Source: an optimization exercise on an open RTL-to-GDS flow (aim: small area, a short achievable clock period and few clock cycles). Production flows keep margins and buffers that such runs may drop.
Only simulation tests tie the RTL to the original design; equivalence was not proved.
No activity file was given, so power comes from the tool's default toggle rates.

== run A ==
## vwac
module vwac (
  input  wire        clk,
  input  wire        rst,         
  input  wire        bus_valid,   
  input  wire        bus_write,   
  input  wire [11:0] bus_addr,    
  input  wire [31:0] bus_wdata,
  output wire [31:0] bus_rdata    
);
  localparam [3:0] S_IDLE    = 4'd0,
                   S_FAULT   = 4'd1,
                   S_BADCMD  = 4'd2,
                   S_ESTART  = 4'd3,
                   S_ESCAN   = 4'd4,
                   S_EPACK   = 4'd5,
                   S_ECOMMIT = 4'd6,
                   S_DSTART  = 4'd7,
                   S_DGEN    = 4'd8,
                   S_DCOMMIT = 4'd9;
  localparam [3:0] R_SUCCESS  = 4'h0,
                   R_NOFIT    = 4'h1,
                   R_FOREIGN  = 4'h2,
                   R_BAD_ID   = 4'h9,
                   R_BAD_U16  = 4'hA,
                   R_BAD_U8   = 4'hB,
                   R_BAD_CODE = 4'hC,
                   R_BAD_LEN  = 4'hD,
                   R_BAD_CMD  = 4'hE;
  localparam [2:0] K_PUNCT = 3'd0,
                   K_UPPER = 3'd1,
                   K_LOWER = 3'd2,
                   K_DIGIT = 3'd3,
                   K_ACCNT = 3'd4,
                   K_OTHER = 3'd5;
  localparam [1:0] M_ALPHA = 2'd0, M_LATIN = 2'd1, M_UTF = 2'd2;
  function [3:0] step_of;
    input [3:0] id;
    step_of = (id == 4'd0 || id >= 4'd10) ? 4'd8 :
              (id >= 4'd9) ? 4'd7 : (id >= 4'd6) ? 4'd6 :
              (id >= 4'd3) ? 4'd5 : 4'd4;
  endfunction
  function [5:0] cap_of;
  ...
clock: 11.0 ns
lec_check: 0
cap_margin: 20
core_margin: 2
core_utilization: 55
cts_cluster_diameter: 90
cts_cluster_size: 20
place_density: 0.65
slew_margin: 20
standard.sh (not shown) runs the stock make flow with config.mk's settings and CLKGATE_MAP_FILE= SYNTH_SCRIPT=/design/flow/synth_recipe.tcl, a recipe that flattens the netlist after the stock synthesis.
==> flow/flow/run.sh <==
#!/bin/bash
set -euo pipefail
MARGIN=7
make() { command make "$@" SETUP_SLACK_MARGIN=$MARGIN; }
export -f make
export MARGIN
bash standard.sh finish > run_flow.log 2>&1
In summary, run A completed successfully, with a layout that passed the timing, design-rule and antenna checks.
Testbench counts of run A, summed over its fixed seeds: cycles 51,062.
[inputs] run B vs run A
# run A
export LEC_CHECK = 0
export CAP_MARGIN = 20
export CORE_MARGIN = 2
export CORE_UTILIZATION = 55
export CTS_CLUSTER_DIAMETER = 90
export CTS_CLUSTER_SIZE = 20
export PLACE_DENSITY = 0.65
export SLEW_MARGIN = 20
create_clock -name core_clock -period 11.0 [get_ports {clk}]
# run B
export LEC_CHECK = 0
export CAP_MARGIN = 20
export CORE_MARGIN = 2
export CORE_UTILIZATION = 60
export CTS_CLUSTER_DIAMETER = 90
export CTS_CLUSTER_SIZE = 20
export PLACE_DENSITY = 0.7
export SLEW_MARGIN = 20
create_clock -name core_clock -period 11.0 [get_ports {clk}]
[summary]
Logic gate share of total power came out higher on run B than on run A.
Per the comparison of run B with run A, worst setup slack went down 58 ps; multi-input combinational gate total level.
Run A -> run B: total power consumption of the routed design decreased slightly
Measured against each other, run A and run B differ in sequential share of cell area, the lower figure coming from run B.
Run B — number of cells on the critical path 9 higher, run A as reference
Run B vs run A, instance count: run B lower
Comparing run A and run B, the lower internal power component was measured on run B.

========
== job 4855 ==
Another version of the RTL of vwac (not shown whole).
Size: about 7600 cells after synthesis, ~1900 flip-flops.
clock: 11.0 ns
lec_check: 0
cap_margin: 20
core_margin: 2
core_utilization: 50
place_density: 0.6
slew_margin: 20
Scripts as last shown in full above: flow/flow/run.sh
Testbench counts of job 4855, summed over its fixed seeds: cycles 51,062.
> inputs changed (job 4855 -> job 5839)
Settings: CTS_BUF_LIST now sky130_fd_sc_hd__clkbuf_8, previously not set.
--- a/flow/flow/run.sh
+++ b/flow/flow/run.sh
@@ -2,4 +2,5 @@
 set -euo pipefail
 MARGIN=7
+export BUFFER_PORTS_ARGS="-buffer_cell sky130_fd_sc_hd__buf_4"
 make() { command make "$@" SETUP_SLACK_MARGIN=$MARGIN; }
 export -f make
According to the power report, total power for job 5839 is lower than for job 4855. Measured against each other, job 4855 and job 5839 differ in number of buffers other than clock buffers in the final layout, the lower figure coming from job 5839. Diff job 4855 -> job 5839 | final cell count | up slightly. Job 4855 vs job 5839, worst-path cell with the longest stage delay: nor4_4 vs nor2_4. Against job 4855, job 5839 comes in 1.5 points lower on clock share of power. Post-cts sizing count, job 4855 and job 5839, lower one = job 5839. Compared to job 4855, job 5839 has worst setup slack 260 ps lower. Register-to-register slack: job 5839 < job 4855. Sort job 4855 and job 5839 by sequential portion of the cell area, ascending, and job 4855 comes first. In the tables for job 4855 and job 5839, layout filler cell count reads higher with job 5839. Re switching power share of the total: job 4855 was lower than job 5839. In the reports for job 4855 and job 5839, the smaller number of H-tree levels belongs to job 4855.

========
## east
vwac, a different RTL version from the one above (not shown whole).
Size in the first run: about 6600 cells after synthesis, roughly 1800 flip-flops, ~80 I/O pins, roughly 83000 µm² of cells after synthesis.
==> flow/config.mk <==
export PLATFORM = sky130hd
export DESIGN_NAME = vwac
export DESIGN_NICKNAME = vwac
export VERILOG_FILES = /design/flow/design.v
export SDC_FILE = /design/flow/constraint.sdc
export NUM_CORES = 8
export LEC_CHECK = 0
export CAP_MARGIN = 20
export CORE_MARGIN = 2
export CORE_UTILIZATION = 55
export PLACE_DENSITY = 0.65
export SETUP_SLACK_MARGIN = 5
export SLEW_MARGIN = 20
==> flow/constraint.sdc <==
create_clock -name core_clock -period 11.0 [get_ports {clk}]
set_input_delay 2.2000 -clock core_clock [delete_from_list [all_inputs] [get_ports {clk}]]
set_output_delay 2.2000 -clock core_clock [all_outputs]
set_load 0.01 [all_outputs]
run.sh (not shown) runs the stock make flow with config.mk's settings and CLKGATE_MAP_FILE= SYNTH_SCRIPT=/design/flow/synth_recipe.tcl, a recipe that flattens the netlist after the stock synthesis.
Stock flow here: none of the scripts above is used.
Testbench counts of east, summed over its fixed seeds: cycles 51,516.
--- input diff east..north ---
# east
export LEC_CHECK = 0
export CAP_MARGIN = 20
export CORE_MARGIN = 2
export CORE_UTILIZATION = 55
export PLACE_DENSITY = 0.65
export SETUP_SLACK_MARGIN = 5
export SLEW_MARGIN = 20
create_clock -name core_clock -period 11.0 [get_ports {clk}]
# north
export LEC_CHECK = 0
export CAP_MARGIN = 20
export CORE_MARGIN = 2
export CORE_UTILIZATION = 55
export PLACE_DENSITY = 0.65
export SLEW_MARGIN = 20
create_clock -name core_clock -period 11.0 [get_ports {clk}]
==> flow/flow/run.sh (new file) <==
#!/bin/bash
set -euo pipefail
MARGIN=7
make() { command make "$@" SETUP_SLACK_MARGIN=$MARGIN; }
export -f make
export MARGIN
bash standard.sh finish > run_flow.log 2>&1
==> flow/standard.sh (new file) <==
#!/bin/bash
# synth_recipe.tcl (not shown) runs the flow's synth.tcl, then flattens the netlist and writes it again
# the make line also repeats each setting of config.mk as NAME=value (left out here)
make -C /OpenROAD-flow-scripts/flow DESIGN_CONFIG=/design/flow/config.mk WORK_HOME=/design/flow/orfs CLKGATE_MAP_FILE= SYNTH_SCRIPT=/design/flow/synth_recipe.tcl "${@:-finish}"
removed: flow/run.sh
Findings:
For north, the worst setup path endpoint was bus_rdata[11]$_DFF_P_, unlike east, where it was u_r[6]$_DFFE_PP_. On number of cells in the design after placement, north and east are basically level. Final area: north worse than east. The lower global-route wire length before repair of north and east is in east. Compare north and east | first-iteration DRC count lower: east. Compared to east, the router laid down more metal wire for north. Fmax for north is higher than for east. Compared with east, north shows a lower shortest period the worst path allows.

========
RTL: one of the versions met above, not the one the previous note started from.
Size: roughly 6600 cells after synthesis, ~1900 flip-flops, roughly 0.085 mm² of cells after synthesis.
==> flow/config.mk <==
export PLATFORM = sky130hd
export DESIGN_NAME = vwac
export DESIGN_NICKNAME = vwac
export VERILOG_FILES = /design/flow/design.v
export SDC_FILE = /design/flow/constraint.sdc
export NUM_CORES = 8
export LEC_CHECK = 0
export CAP_MARGIN = 20
export CORE_MARGIN = 2
export CORE_UTILIZATION = 55
export CTS_CLUSTER_DIAMETER = 90
export CTS_CLUSTER_SIZE = 20
export PLACE_DENSITY = 0.65
export SLEW_MARGIN = 20
==> flow/constraint.sdc <==
create_clock -name core_clock -period 11.0 [get_ports {clk}]
set_input_delay 2.2000 -clock core_clock [delete_from_list [all_inputs] [get_ports {clk}]]
set_output_delay 2.2000 -clock core_clock [all_outputs]
set_load 0.01 [all_outputs]
standard.sh (not shown) runs the stock make flow with config.mk's settings and CLKGATE_MAP_FILE= SYNTH_SCRIPT=/design/flow/synth_recipe.tcl, a recipe that flattens the netlist after the stock synthesis.
==> flow/flow/run.sh <==
#!/bin/bash
set -euo pipefail
MARGIN=7
export BUFFER_PORTS_ARGS="-buffer_cell sky130_fd_sc_hd__buf_2"
make() { command make "$@" SETUP_SLACK_MARGIN=$MARGIN; }
export -f make
export MARGIN
bash standard.sh finish > run_flow.log 2>&1
The baseline completed without violations.
Testbench counts at the start, summed over its fixed seeds: cycles 51,062.
Change:
--- a/flow/flow/run.sh
+++ b/flow/flow/run.sh
@@ -4 +3,0 @@
-export BUFFER_PORTS_ARGS="-buffer_cell sky130_fd_sc_hd__buf_2"
- CORE_UTILIZATION: 55 -> 50
- CTS_CLUSTER_DIAMETER: 90 -> default
- CTS_CLUSTER_SIZE: 20 -> default
- PLACE_DENSITY: 0.65 -> 0.6
Result: Critical path depth is unchanged. Core utilization drops by 2.4 points. Combinational power went up by 12%. Register-to-register slack gets worse by 0.05 ns. Routed wire length is higher by 4.4%. Cell area came out higher by 5.6%. Maximum frequency came out lower by 1.3%. Via count went up by 1.5%.
Change:
- CTS_CLUSTER_DIAMETER: default -> 90
- CTS_CLUSTER_SIZE: default -> 20
Outcome: Via count came out lower by 1.4%. Worst setup slack gains 0.071 ns. Count of clock-buffer cells in the layout came out lower by 82. First-iteration DRC count came out higher by 0.73%. Cell area came out lower by 3.4%. Die area is unchanged. Power came out lower by 16%.

[afterwards: timing with drivers on the ports]
In the flow no input, the clock included, has a driving cell. The finished layouts below were timed again as built, in two steps. Step 1 (the two cells are an assumption about what drives the block):
set clk [get_ports {clk}]
set_driving_cell -lib_cell sky130_fd_sc_hd__clkbuf_16 $clk
set_driving_cell -lib_cell sky130_fd_sc_hd__buf_2 [delete_from_list [all_inputs] $clk]
Step 2 adds t to the input delays and takes it off the output delays; t is the mean of the earliest and latest rising clock arrival at the registers after step 1. Input paths then give back, and output paths get back, about the clock's delay inside the block. Three values: ideal ports, drivers, drivers and shift; two values: the first two.
run | shift t [ns] | setup WS [ns] | latest minus earliest clock arrival (ns) | worst slew at a driven data input, ns | pins driven straight from the clock port
run A | 0.871 | 6.900 / 6.809 / 6.092 | 0.067 / 0.067 | 0.12 | 1
run B | 0.864 | 6.841 / 6.818 / 6.087 | 0.109 / 0.109 | 0.12 | 1
job 4855 | 0.946 | 6.848 / 6.753 / 6.075 | 0.067 / 0.067 | 0.10 | 1
job 5839 | 1.148 | 6.592 / 6.501 / 5.829 | 0.090 / 0.090 | 0.14 | 1
east | 0.930 | 4.741 / 4.792 / 3.862 | 0.097 / 0.097 | 0.19 | 1
north | 0.943 | 5.912 / 5.965 / 5.023 | 0.092 / 0.093 | 0.14 | 1
the first run of note 4 | 0.856 | 6.827 / 6.793 / 6.138 | 0.062 / 0.062 | 0.14 | 1
the second run of note 4 | 0.949 | 6.773 / 6.720 / 6.047 | 0.049 / 0.049 | 0.11 | 1
the third run of note 4 | 0.896 | 6.844 / 6.753 / 6.135 | 0.059 / 0.060 | 0.11 | 1
After both steps every run listed still meets setup and hold. For north, which loses most, drivers alone change the setup slack by +0.053 ns; drivers and shift together by -0.889 ns.
